This is an optimization exercise on Yosys and OpenROAD, whose aim is small area, a short achievable clock period and few clock cycles, not a production implementation.
Only simulation tests tie the RTL to the original design; equivalence was not proved.
No activity file was given, so power comes from the tool's default toggle rates.

===== flow/config.mk =====
export PLATFORM = sky130hd
export DESIGN_NAME = rs485_frame_asm
export DESIGN_NICKNAME = rs485_frame_asm
export VERILOG_FILES = /design/flow/design.v
export SDC_FILE = /design/flow/constraint.sdc
export NUM_CORES = 8
export LEC_CHECK = 0
export CAP_MARGIN = 20
export CORE_MARGIN = 2
export CORE_UTILIZATION = 60
export CTS_CLUSTER_DIAMETER = 80
export CTS_CLUSTER_SIZE = 24
export PLACE_DENSITY = 0.7
export SETUP_SLACK_MARGIN = 5
export SLEW_MARGIN = 20
export SYNTH_MEMORY_MAX_BITS = 4096

===== flow/design.v =====
module rs485_frame_asm (
    input  wire         clk,
    input  wire         rst,
    input  wire [255:0] addr_map,
    input  wire         in_valid,
    input  wire [7:0]   in_data,
    output wire         in_ready,
    output wire         out_valid,
    output wire [7:0]   out_data,
    output wire         out_last,
    input  wire         out_ready,
    output wire         idle
);
    localparam integer R  = 264;         
    localparam integer TD = 3;           
    localparam integer NT = R >> TD;
    localparam integer K  = 3;           
    localparam [8:0]   RM = 9'd263;
    function [15:0] crcstep;
        input [15:0] c;
        input [7:0]  b;
        integer i;
        reg [15:0] r;
        begin
            r = c ^ {8'h00, b};
            for (i = 0; i < 8; i = i + 1)
                r = r[0] ? ((r >> 1) ^ 16'hA001) : (r >> 1);
            crcstep = r;
        end
    endfunction
    function [8:0] inc9;
        input [8:0] x;
        inc9 = (x == RM) ? 9'd0 : x + 9'd1;
    endfunction
    function [8:0] subm;
        input [8:0] a;
        input [8:0] b;
        reg [9:0] d;
        begin
            d = {1'b0, a} - {1'b0, b};
            subm = d[9] ? (d[8:0] + 9'd264) : d[8:0];
        end
    endfunction
    reg [8*R-1:0] ring;
    reg [8:0]     T;              
    reg [255:0]   addr_mask;
    reg [7:0]     ib0, ib1;       
    reg [1:0]     icnt;
    reg           in_ready_r;
    reg [8:0]     wp;             
    reg           pbv;            
    reg [7:0]     pb;
    reg           pia_r;          
    reg [15:0]    pcrc;           
    reg [8:0]     prev_slot;
    reg           pins_v;         
    reg [2:0]     pins_q;         
    reg           pdead;          
    reg [K-1:0]   ev;             
    reg [K-1:0]   enk;            
    reg [8:0]     est  [0:K-1];   
    reg [15:0]    ecrc [0:K-1];
    reg [8:0]     erem [0:K-1];   
    reg [3:0]     eb   [0:K-1];   
    reg [K-1:0]   ehv;            
    reg [2:0]     ehq  [0:K-1];   
    reg [K*K-1:0] older;          
    reg [K-1:0]   la_done, lb_done, lc_done;   
    reg [K-1:0]   la_pass, lb_pass, lc_pass;   
    reg           la_03, lb_03, lc_03;
    reg [8:0]     qs [0:7];       
    reg [8:0]     qe [0:7];       
    reg [3:0]     qh, qm, qt;     
    reg           ef;             
    reg           ov_v;           
    reg [8:0]     ov;
    reg           ovh_v;          
    reg [2:0]     ovh_q;
    reg           ins_v;          
    reg [8:0]     ins_s, ins_e;
    reg [3:0]     ins_b;          
    reg [K-1:0]   ins_nw;         
    reg           resc;           
    reg [8:0]     rs;
    reg           ord_v;          
    reg [8:0]     rd_s, rd_e;
    reg [8:0]     rd_st;          
    reg           out_valid_r, out_last_r;
    reg [7:0]     out_data_r;
    reg           idle_r;
    assign in_ready  = in_ready_r;
    assign out_valid = out_valid_r;
    assign out_data  = out_data_r;
    assign out_last  = out_last_r;
    assign idle      = idle_r;
    integer k, j;
    wire [8:0] Tn = inc9(T);      
    wire       pend   = (qm != qt);
    wire [3:0] qcount = qt - qh;
    wire       q_full = (qcount == 4'd8);
    wire [3:0] qt_m1  = qt - 4'd1;
    wire [8:0] P0e    = qe[qm[2:0]];
    wire [8:0] tls    = qs[qt_m1[2:0]];
    reg blocked;
    always @(*) begin
        blocked = 1'b0;
        for (k = 0; k < K; k = k + 1)
            if (ev[k] && eb[k] == qm) blocked = 1'b1;
    end
    wire emit = pend & ~ef & ~blocked & ~ins_v;
    reg [K-1:0] e_host_em;
    always @(*) begin
        for (k = 0; k < K; k = k + 1)
            e_host_em[k] = emit & ehv[k] & (ehq[k] == qm[2:0]);
    end
    wire trig_cond = ov_v & ~(|ev) & ~pend & ~ins_v & ~resc;
    wire ring_empty = ~ord_v & (qh == qt) & ~(|ev) & ~ov_v & ~ins_v &
                      ~pia_r & ~cons_last & ~resc;
    wire [8:0] wp1 = inc9(wp);
    reg  m_wp0, m_wp1;
    always @(*) begin
        m_wp0 = (ord_v & (rd_s == wp)) | (~ord_v & (qh != qt) & (qs[qh[2:0]] == wp)) |
                (ov_v & (ov == wp)) | (ins_v & (ins_s == wp));
        m_wp1 = (ord_v & (rd_s == wp1)) | (~ord_v & (qh != qt) & (qs[qh[2:0]] == wp1)) |
                (ov_v & (ov == wp1)) | (ins_v & (ins_s == wp1));
        for (k = 0; k < K; k = k + 1) begin
            m_wp0 = m_wp0 | (ev[k] & (est[k] == wp));
            m_wp1 = m_wp1 | (ev[k] & (est[k] == wp1));
        end
    end
    reg  wl0, wl1, cons_last, sync_r;
    wire wp_live   = cons_last ? wl1 : wl0;
    wire can_write = ring_empty | (sync_r & ~wp_live);
    wire [7:0] rtap = ring[8*R-1 -: 8];    
    wire live_consume = ~resc & (icnt != 2'd0) & ~ins_v & ~trig_cond & can_write;
    wire resc_consume = resc & (rs == Tn) & (rs != wp) & ~ins_v;
    wire consume = live_consume | resc_consume;
    wire [7:0] cbyte = resc ? rtap : ib0;
    wire [8:0] cslot = resc ? rs : Tn;
    wire       prev_isaddr = pbv & addr_mask[pb];
    reg [K-1:0] e_done, e_pass;
    reg         use_c_r;
    wire [K-1:0] lp_done = use_c_r ? lc_done : cons_last ? la_done : lb_done;
    wire [K-1:0] lp_pass = use_c_r ? lc_pass : cons_last ? la_pass : lb_pass;
    wire         lp_03   = use_c_r ? lc_03   : cons_last ? la_03   : lb_03;
    always @(*) begin
        for (k = 0; k < K; k = k + 1) begin
            e_done[k] = ev[k] & lp_done[k];
            e_pass[k] = e_done[k] & lp_pass[k];
        end
    end
    reg [K-1:0] p1_oh, p2_oh;
    reg [1:0]   p1_i, p2_i;
    reg         p1_v, p2_v;
    always @(*) begin
        for (k = 0; k < K; k = k + 1) begin
            p1_oh[k] = e_pass[k];
            for (j = 0; j < K; j = j + 1)
                if (j != k && e_pass[j] && older[j*K+k]) p1_oh[k] = 1'b0;
        end
        for (k = 0; k < K; k = k + 1) begin
            p2_oh[k] = e_pass[k] & ~p1_oh[k];
            for (j = 0; j < K; j = j + 1)
                if (j != k && e_pass[j] && !p1_oh[j] && older[j*K+k]) p2_oh[k] = 1'b0;
        end
        p1_v = |p1_oh; p2_v = |p2_oh;
        p1_i = p1_oh[1] ? 2'd1 : p1_oh[2] ? 2'd2 : 2'd0;
        p2_i = p2_oh[1] ? 2'd1 : p2_oh[2] ? 2'd2 : 2'd0;
    end
    reg [K-1:0] nw_p1, nw_p2;     
    always @(*) begin
        for (k = 0; k < K; k = k + 1) begin
            nw_p1[k] = older[p1_i*K+k];
            nw_p2[k] = older[p2_i*K+k];
        end
    end
    wire p1_host  = ehv[p1_i];
    wire conflict = (eb[p1_i] != qt);              
    wire tr_ovl   = consume & p1_v & p1_host;
    wire tr_two   = consume & p1_v & ~p1_host & p2_v;
    wire ins_fr   = p1_v & ~p1_host & ~p2_v & ~conflict & ~q_full;
    wire ins_fast = consume & ins_fr;
    wire ins_slow = consume & p1_v & ~p1_host & ~ins_fr;
    wire sp_pop   = ins_v & (qt != ins_b);
    wire sp_trunc = ins_v & ~sp_pop & q_full;
    wire sp_ins   = ins_v & ~sp_pop & ~q_full;
    reg        tr_v;
    reg [8:0]  tr_s;
    reg        tr_hv;
    reg [2:0]  tr_hq;
    reg [K-1:0] tr_kill;
    always @(*) begin
        tr_v = 1'b0; tr_s = 9'd0; tr_hv = 1'b0; tr_hq = 3'd0; tr_kill = {K{1'b0}};
        if (tr_ovl) begin
            tr_v = 1'b1; tr_s = est[p1_i]; tr_hv = 1'b1; tr_hq = ehq[p1_i];
            tr_kill = nw_p1;
        end else if (tr_two) begin
            tr_v = 1'b1; tr_s = est[p2_i]; tr_hv = ehv[p2_i]; tr_hq = ehq[p2_i];
            tr_kill = nw_p2;
        end else if (sp_pop) begin
            tr_v = 1'b1; tr_s = tls;
            for (k = 0; k < K; k = k + 1)
                tr_kill[k] = (eb[k] == qt);
        end else if (sp_trunc) begin
            tr_v = 1'b1; tr_s = ins_s;
            tr_kill = ins_nw;
        end
    end
    wire cr_want = consume & prev_isaddr & lp_03;
    wire       nh_v = ins_fast | pins_v;
    wire [2:0] nh_q = ins_fast ? qt[2:0] : pins_q;
    wire       pins_em = pins_v & emit & (pins_q == qm[2:0]);
    wire       nh_dead = pdead | pins_em;
    reg [1:0] free_i;
    reg       free_v;
    always @(*) begin
        free_v = 1'b0; free_i = 2'd0;
        for (k = K - 1; k >= 0; k = k - 1)
            if (!ev[k]) begin free_v = 1'b1; free_i = k[1:0]; end
    end
    wire cr_ok  = cr_want & ~ov_v & ~nh_dead;
    wire cr_do  = cr_ok & free_v;
    wire cr_ovf = cr_ok & ~free_v & ~tr_v;
    wire [3:0] qt1 = qt + 4'd1;
    wire [7:0] tapv [0:NT-1];
    genvar gt;
    generate
        for (gt = 0; gt < NT; gt = gt + 1) begin : g_tap
            assign tapv[gt] = ring[8*(((gt+1)<<TD)-1) +: 8];
        end
    endgenerate
    wire       oal      = (rd_st[TD-1:0] == {TD{1'b1}});
    wire [7:0] obyte    = tapv[rd_st[8:TD]];
    wire       out_free = ~out_valid_r | out_ready;
    wire       rd_take  = ord_v & oal & out_free;
    wire       rd_lastb = (rd_s == rd_e);
    wire       q_emitted = (qh != qm);
    wire [3:0] qh1 = qh + 4'd1;
    wire       rd_next = (qh1 != qm);    
    reg  [8:0] pf_st;                    
    wire [8:0] rd_st_inc = (rd_st == RM) ? 9'd0 : rd_st + 9'd1;
    wire quiet = (icnt == 2'd0) & ~resc & ~ins_v & ~emit & ~trig_cond &
                 ~q_emitted & ~ord_v & ~out_valid_r;
    wire [7:0] rtap2 = ring[8*(R-1)-1 -: 8];    
    wire [7:0] nb_a  = (icnt == 2'd2) ? ib1 : in_data;
    wire [7:0] nb_b  = (icnt != 2'd0) ? ib0 : in_data;
    reg [15:0] crc_up [0:K-1];                  
    reg [K-1:0] done_up, done_st;
    reg [K-1:0] cr_here;
    always @(*) begin
        for (k = 0; k < K; k = k + 1) begin
            crc_up[k]  = crcstep(ecrc[k], cbyte);
            done_up[k] = enk[k] & (erem[k] == 9'd2);
            done_st[k] = enk[k] & (erem[k] == 9'd1);
            cr_here[k] = cr_do & (free_i == k[1:0]);
        end
    end
    wire       use_c = (resc & (rs != wp)) | trig_cond;    
    always @(posedge clk) begin
        ring <= {ring[8*(R-1)-1:0], live_consume ? ib0 : rtap};
    end
    wire push = in_valid & in_ready_r;
    wire [1:0] icnt_n = icnt + {1'b0, push} - {1'b0, live_consume};
    always @(posedge clk) begin
        if (rst) begin
            addr_mask <= addr_map;
            T <= 9'd0;
            sync_r <= 1'b0;
            cons_last <= 1'b0;
            wl0 <= 1'b0;
            wl1 <= 1'b0;
            icnt <= 2'd0;
            in_ready_r <= 1'b0;
            wp <= 9'd0;
            pbv <= 1'b0;
            pia_r <= 1'b0;
            pins_v <= 1'b0;
            pdead <= 1'b0;
            ev <= {K{1'b0}};
            ehv <= {K{1'b0}};
            qh <= 4'd0; qm <= 4'd0; qt <= 4'd0;
            ef <= 1'b0;
            ov_v <= 1'b0;
            ovh_v <= 1'b0;
            ins_v <= 1'b0;
            resc <= 1'b0;
            ord_v <= 1'b0;
            out_valid_r <= 1'b0;
            idle_r <= 1'b1;
        end else begin
            T <= Tn;
            pia_r <= prev_isaddr;
            la_03 <= (nb_a == 8'h03);
            lb_03 <= (nb_b == 8'h03);
            lc_03 <= (rtap2 == 8'h03);
            for (k = 0; k < K; k = k + 1) begin
                la_done[k] <= ~cr_here[k] & done_up[k];
                la_pass[k] <= (crc_up[k] == {8'h00, nb_a});
                lb_done[k] <= ~cr_here[k] & done_st[k];
                lb_pass[k] <= (ecrc[k] == {8'h00, nb_b});
                lc_done[k] <= ~cr_here[k] & (resc_consume ? done_up[k] : done_st[k]);
                lc_pass[k] <= (resc_consume ? crc_up[k] : ecrc[k]) == {8'h00, rtap2};
            end
            use_c_r <= use_c;
            wl0 <= m_wp0;
            wl1 <= m_wp1;
            cons_last <= live_consume;
            sync_r <= live_consume | (wp == inc9(Tn));
            pf_st <= subm(inc9(Tn), qs[qh1[2:0]]);
            icnt <= icnt_n;
            in_ready_r <= (icnt_n != 2'd2);
            case (icnt)
                2'd0: if (push) ib0 <= in_data;
                2'd1: begin
                    if (push && live_consume) ib0 <= in_data;
                    else if (push) ib1 <= in_data;
                end
                default: if (live_consume) ib0 <= ib1;
            endcase
            if (live_consume) wp <= inc9(Tn);
            if (consume) begin
                pbv         <= 1'b1;
                pb          <= cbyte;
                pcrc        <= crcstep(16'hFFFF, cbyte);
                prev_slot   <= cslot;
                pins_v      <= ins_fast;
                pins_q      <= qt[2:0];
                pdead       <= 1'b0;
            end else if (sp_ins) begin
                pins_v      <= 1'b1;
                pins_q      <= qt[2:0];
            end else if (ins_v) begin
                pins_v      <= 1'b0;
            end else if (pins_em) begin
                pins_v      <= 1'b0;
                pdead       <= 1'b1;
            end
            for (k = 0; k < K; k = k + 1) begin
                if ((ins_fast && older[p1_i*K+k]) || (sp_ins && ins_nw[k]))
                    eb[k] <= qt1;
                if (ins_fast && older[p1_i*K+k]) begin
                    ehv[k] <= 1'b1; ehq[k] <= qt[2:0];
                end else if (sp_ins && ins_nw[k]) begin
                    ehv[k] <= 1'b1; ehq[k] <= qt[2:0];
                end
                if (consume && ev[k]) begin
                    ecrc[k] <= crcstep(ecrc[k], cbyte);
                    if (!enk[k]) begin
                        enk[k]  <= 1'b1;
                        erem[k] <= {1'b0, cbyte} + 9'd2;
                    end else begin
                        erem[k] <= erem[k] - 9'd1;
                    end
                end
                if (e_host_em[k] || tr_kill[k] || (consume && e_done[k]))
                    ev[k] <= 1'b0;
                if (cr_do && free_i == k[1:0]) begin
                    ev[k]   <= ~tr_v;
                    enk[k]  <= 1'b0;
                    est[k]  <= prev_slot;
                    ecrc[k] <= crcstep(pcrc, cbyte);
                    eb[k]   <= ins_fast ? qt1 : qt;
                    ehv[k]  <= nh_v;
                    ehq[k]  <= nh_q;
                    for (j = 0; j < K; j = j + 1) begin
                        older[j*K+k] <= (j != k);
                        older[k*K+j] <= 1'b0;
                    end
                end
            end
            if (cr_ovf) begin
                ov_v  <= 1'b1;
                ov    <= prev_slot;
                ovh_v <= nh_v;
                ovh_q <= nh_q;
            end else if (tr_v) begin
                ovh_v <= tr_hv;
                ovh_q <= tr_hq;
                ov_v  <= 1'b1;
                ov    <= tr_s;
                if (emit && tr_hv && tr_hq == qm[2:0]) begin
                    ovh_v <= 1'b0;
                    if (inc9(P0e) == wp) ov_v <= 1'b0;
                    else ov <= inc9(P0e);
                end
            end else if (emit && ov_v && ovh_v && ovh_q == qm[2:0]) begin
                ovh_v <= 1'b0;
                if (inc9(P0e) == wp) ov_v <= 1'b0;
                else ov <= inc9(P0e);
            end else if (trig_cond) begin
                ov_v <= 1'b0;
            end else if ((ins_fast || sp_ins) && ov_v && !ovh_v) begin
                ovh_v <= 1'b1;
                ovh_q <= qt[2:0];
            end
            ef <= live_consume ? 1'b0 : (ef | emit);
            if (consume && p1_v && !q_full) begin
                qs[qt[2:0]] <= est[p1_i];
                qe[qt[2:0]] <= cslot;
            end else if (sp_ins) begin
                qs[qt[2:0]] <= ins_s;
                qe[qt[2:0]] <= ins_e;
            end
            if (ins_fast || sp_ins) qt <= qt + 4'd1;
            else if (sp_pop) qt <= qt - 4'd1;
            if (emit) qm <= qm + 4'd1;
            if (consume && p1_v) begin
                ins_s  <= est[p1_i];
                ins_e  <= cslot;
                ins_b  <= eb[p1_i];
                ins_nw <= (nw_p1 | (cr_do ? (1 << free_i) : {K{1'b0}})) &
                          ~(p2_v ? nw_p2 | (1 << p2_i) : {K{1'b0}});
            end else if (ins_v) begin
                ins_nw <= ins_nw & ~tr_kill;
            end
            if (ins_slow) begin
                ins_v  <= 1'b1;
            end else if (sp_trunc || sp_ins) begin
                ins_v <= 1'b0;
            end
            if (trig_cond) begin
                resc <= 1'b1;
                rs   <= ov;
                pbv  <= 1'b0;
                pins_v <= 1'b0;
            end else if (resc) begin
                if (resc_consume) rs <= inc9(rs);
                if (rs == wp) resc <= 1'b0;
            end
            if (!ord_v) begin
                if (q_emitted) begin
                    ord_v <= 1'b1;
                    rd_s  <= qs[qh[2:0]];
                    rd_e  <= qe[qh[2:0]];
                    rd_st <= subm(Tn, qs[qh[2:0]]);
                end
            end else if (rd_take) begin
                rd_s <= inc9(rd_s);
                if (rd_lastb) begin
                    qh <= qh1;
                    if (rd_next) begin
                        rd_s  <= qs[qh1[2:0]];
                        rd_e  <= qe[qh1[2:0]];
                        rd_st <= pf_st;
                    end else begin
                        ord_v <= 1'b0;
                    end
                end
            end else begin
                rd_st <= rd_st_inc;
            end
            if (rd_take) begin
                out_valid_r <= 1'b1;
                out_data_r  <= obyte;
                out_last_r  <= rd_lastb;
            end else if (out_ready) begin
                out_valid_r <= 1'b0;
            end
            idle_r <= quiet & ~push;
        end
    end
endmodule

===== flow/run.sh =====
#!/bin/bash
# synth_recipe.tcl (not shown) runs the flow's synth.tcl, then flattens the netlist and writes it again
# the make line also repeats each setting of config.mk as NAME=value (left out here)
make -C /OpenROAD-flow-scripts/flow DESIGN_CONFIG=/design/flow/config.mk WORK_HOME=/design/flow/orfs CLKGATE_MAP_FILE= SYNTH_SCRIPT=/design/flow/synth_recipe.tcl finish

===== flow/constraint.sdc =====
create_clock -name core_clock -period 12.0 [get_ports {clk}]
set_input_delay 2.4000 -clock core_clock [delete_from_list [all_inputs] [get_ports {clk}]]
set_output_delay 2.4000 -clock core_clock [all_outputs]
set_load 0.01 [all_outputs]

==> run notes <==
registers in the layout, indices dropped and copies added (netlist names), 9 cells and up, named ones only:
| name | cells |
|---|---|
| qe | 72 |
| rs | 9 |
| addr_mask | 256 |
| ov | 9 |
| pcrc | 10 |
| erem | 27 |
| ring | 2112 |
| qs | 72 |
| rd_s | 9 |
| T | 9 |
| rd_st | 9 |
| eb | 12 |
| est | 27 |
| rd_e | 9 |
| wp | 9 |
| ins_s | 9 |
| ins_e | 9 |
| ecrc | 48 |
| ehq | 9 |
| prev_slot | 9 |
| pf_st | 9 |
per-stage QoR:
step	total power, mW	std cells	utilization	area [um^2]	hold WS, ps
4_1_cts	17.9	7873	0.673	95200	287
6_report	17.8	7880	0.673	95200	287
3_5_place_dp	12.5	7664	0.641	90700	312
2_1_floorplan	11.9	5587	-	85400	310
5_1_grt	18.4	7877	0.673	95200	295
3_3_place_gp	12.5	7662	0.641	90700	309
critical path, cell delays in order, from the launching register on:
cell and delay [ps]:
dfxtp_1 490, ha_1 350, xor2_1 590, xor2_1 130, a311o_1 360, a2111oi_2 400
and3_1 240, nand3_1 440, nand2_1 450, nand2_1 240, inv_1 470, buf_4 370
and2_1 480, nand2b_1 710
path summary, 6_finish.rpt:
check | slack (ps) | to | from
max | 5890 | ecrc[2][2] | T[0]
min | 290 | ring[1365] | ring[1357]
max reg2reg | 5890 | ecrc[2][2] | T[0]
min reg2reg | 290 | ring[1365] | ring[1357]
power groups by stage:
stage	registers, mW	logic, mW	clock network [mW]
3_5_place_dp	11.0	1.56	0
2_1_floorplan	10.8	1.06	0
6_report	10.8	1.58	5.46
3_3_place_gp	11.0	1.55	0
5_1_grt	10.8	1.70	5.88
4_1_cts	10.8	1.57	5.56
cell families (layout without fill, tap and decap cells):
logic type,after synthesis,count (layout),share of synthesized area
simple gates,913,913,0.0542
other cells,0,6,0
flops,2864,2864,0.752
buf+inv,294,691,0.0144
xor+xnor,487,487,0.0502
compound gates,561,561,0.0461
mux,410,410,0.0745
fa+ha+maj,58,58,0.00867
cell type report:
cell class                 count  area share
antenna                        6    0.000158
inverter                      94     0.00371
tap                         1890      0.0248
multi-input combinational   2429       0.211
timing repair buffer         388      0.0381
clock buffer                 167      0.0400
clock inverter                42     0.00716
sequential                  2864       0.675
cells in the final DEF, fill, tap and decap left out, types with 11 or more instances in the layout:
master | Yosys | layout
a2111oi_0 | 15 | 15
a211oi_1 | 31 | 30
a21oi_1 | 99 | 99
a221oi_1 | 33 | 33
a222oi_1 | 11 | 11
a22o_1 | 23 | 23
a22oi_1 | 93 | 93
a31oi_1 | 26 | 26
and2_1 | 27 | 27
and3_1 | 16 | 16
buf_4 | 2 | 107
clkbuf_1 | 116 | 17
clkbuf_16 | 0 | 149
clkdlybuf4s50_1 | 0 | 278
dfxtp_1 | 2173 | 2168
edfxtp_1 | 691 | 691
ha_1 | 56 | 55
inv_1 | 89 | 88
mux2_2 | 91 | 91
mux2i_1 | 144 | 143
mux4_2 | 171 | 171
nand2_1 | 192 | 192
nand2b_1 | 30 | 30
nand3_1 | 81 | 81
nand4_1 | 86 | 86
nor2_1 | 225 | 202
nor2_2 | 0 | 22
nor2b_1 | 40 | 39
nor3_1 | 63 | 55
nor4_1 | 71 | 71
o21ai_0 | 97 | 94
o221ai_1 | 12 | 12
o31ai_1 | 13 | 13
or4_1 | 20 | 20
xnor2_1 | 257 | 257
xor2_1 | 228 | 227
layer usage:
| metal | vias to the layer above | share of wire |
|---|---|---|
| met4 | 6 | 0.025 |
| li1 | 20491 | - |
| met3 | 321 | 0.071 |
| met1 | 22199 | 0.44 |
| met2 | 1669 | 0.47 |
| met5 | - | 0.00017 |
==> run_results.csv <==
group,metric,value,unit
run_status,run_status,"no timing/DRC/antenna violations",
place,dp_slack,5870,ps
layout,area_growth,11.5,%
global_routing,track_usage,0.267,
power_and_ir_drop,share_comb_of_total_power,0.089,
synth,synthDistinctLibCells,94,
place,io_buffers,279,
worst_setup_path,cp_data_required_time,12430,ps
synth,synth.cells.most_frequent,"dfxtp_1, edfxtp_1, xnor2_1",
global_routing,grt_pass1_wl,288000,um
timing,finalCriticalPeriod,6110,ps
global_routing,grt_start_max_net_pins,184,
synth,synth_top_area_cell,"dfxtp_1",
synth,synth_nets,5913,
synth,yosysWarnings,7,
global_routing,met3_usage,0.0489,
worst_setup_path,crit_path_start_kind,"flop",
clock_network,cts_buffers,147,
die,ios,280,
timing,hold_viol_final,0,
synth,synthCells,5587,
power_and_ir_drop,vdd_drop_max,0.184,mV
worst_setup_path,critical_path_class,"reg2reg",
power_and_ir_drop,power.internal,13.6,mW
clock_network,clk_latency,820,ps
synth,synth_top_area_share,0.509,
global_routing,grt_use_met2,0.427,
clock_network,cts_setup_buffers,0,
synth,synth.area.top_cells,"dfxtp_1, edfxtp_1, mux4_2",
detailed_routing,avgViaCountPerCell,5.67,
clock_network,clk_pin_slew_worst_paths,90,ps
layout,fill_cells,9635,
global_routing,use_met1,0.379,
clock_network,htree_levels,4,
die,die_height,381,um
run,drv_cap,0,
synth,synth_edf_count,691,
synth,avgSynthCellArea,15.3,um^2
worst_setup_path,cp-end-kind,"flop",
timing,setup_ws,5890,ps
power_and_ir_drop,p_per_area,187,nW/um^2
synth,ys_seq_elements,2864,
global_routing,antenna_found_initial,10,
clock_network,cts_resized,0,
timing,rsz0062_at_grt,"false",
power_and_ir_drop,switching_share,0.237,
die,dieArea,145000,um^2
detailed_routing,wl_per_cell,24.8,um
synth,async_reset_ff_frac,0,
layout,multiInputGateArea,20100,um^2
global_routing,grt_pass1_vias,44305,
place,gp_congestion,0.949,
synth,synth_ff_type,"dfxtp_1",
worst_hold_path,hp-class,"reg2reg",
timing,tns,0,ps
power_and_ir_drop,netSwitchingPower,4.22,mW
synth,yosysMostFrequentCell,"dfxtp_1",
clock_network,cts_hold_buf,0,
timing,worst_slew_pin_slew,1170,ps
global_routing,top_usage_layer,"met2",
power_and_ir_drop,power_frac_seq,0.604,
power_and_ir_drop,power.leakage,35.1,nW
detailed_routing,drt-initial-drc-count,3928,
power_and_ir_drop,clockPowerShare,0.307,
timing,final_max_slew_viol_count,0,
timing,fmax,164,MHz
die,rows,138,
detailed_routing,vias,44686,
layout,fin_nets,6250,
worst_setup_path,reg2reg_depth,13,
layout,seqCellArea,64300,um^2
worst_setup_path,path_max_fanout,19,
clock_network,cts_tree,"yes",
layout,layout-drive-gt1-share,0.106,
clock_network,cts.sink_count,2864,
detailed_routing,first_pass_iters,8,
global_routing,overflow,0,
worst_setup_path,arrival,6540,ps
timing,fin_worst_skew,63.4,ps
synth,netlist_area,85400,um^2
timing,finalSetupViolCount,0,
die,core-area,141000,um^2
detailed_routing,drtAntennaViolNets,0,
place,hpwl,134000,um
die,chipWidth,381,um
synth,seq_area_frac_synth,0.752,
timing,maxSlewHeadroom,0.216,
clock_network,cts-root-buf,"clkbuf_16",
timing,fin_crit_sh,0.509,
die,start_util,0.604,
detailed_routing,drc,0,
detailed_routing,drt-total-wl,196000,um
worst_hold_path,holdPathStages,0,
clock_network,ctsLongestPathBuffers,3,
Testbench counts, summed over its fixed seeds: cycles 17,061.

-- separate check: timing with driven ports --
The results above use ideal ports. As a check the final layout listed here was re-extracted and re-timed, cells and wires unchanged.
Step 1, drivers: a clkbuf_16 drives clk and a buf_2 each remaining input, both assumed.
Step 2 adds t to the input delays and takes it off the output delays; t is the mean of the earliest and latest rising clock arrival at the registers after step 1. Input paths then give back, and output paths get back, about the clock's delay inside the block.
a / b / c = ideal / step 1 / step 2; a / b = the first two.
t (ns): 0.875
setup WS [ns]: 5.888 / 5.888 / 5.888
worst hold slack (ns): 0.287 / 0.287 / 0.287
worst data-port slew with drivers (ns): 0.11
pins driven straight from the clock port: 1
After both steps setup and hold are still met in this run. For this run, drivers alone change the setup slack by 0.000 ns; drivers and shift together by 0.000 ns.
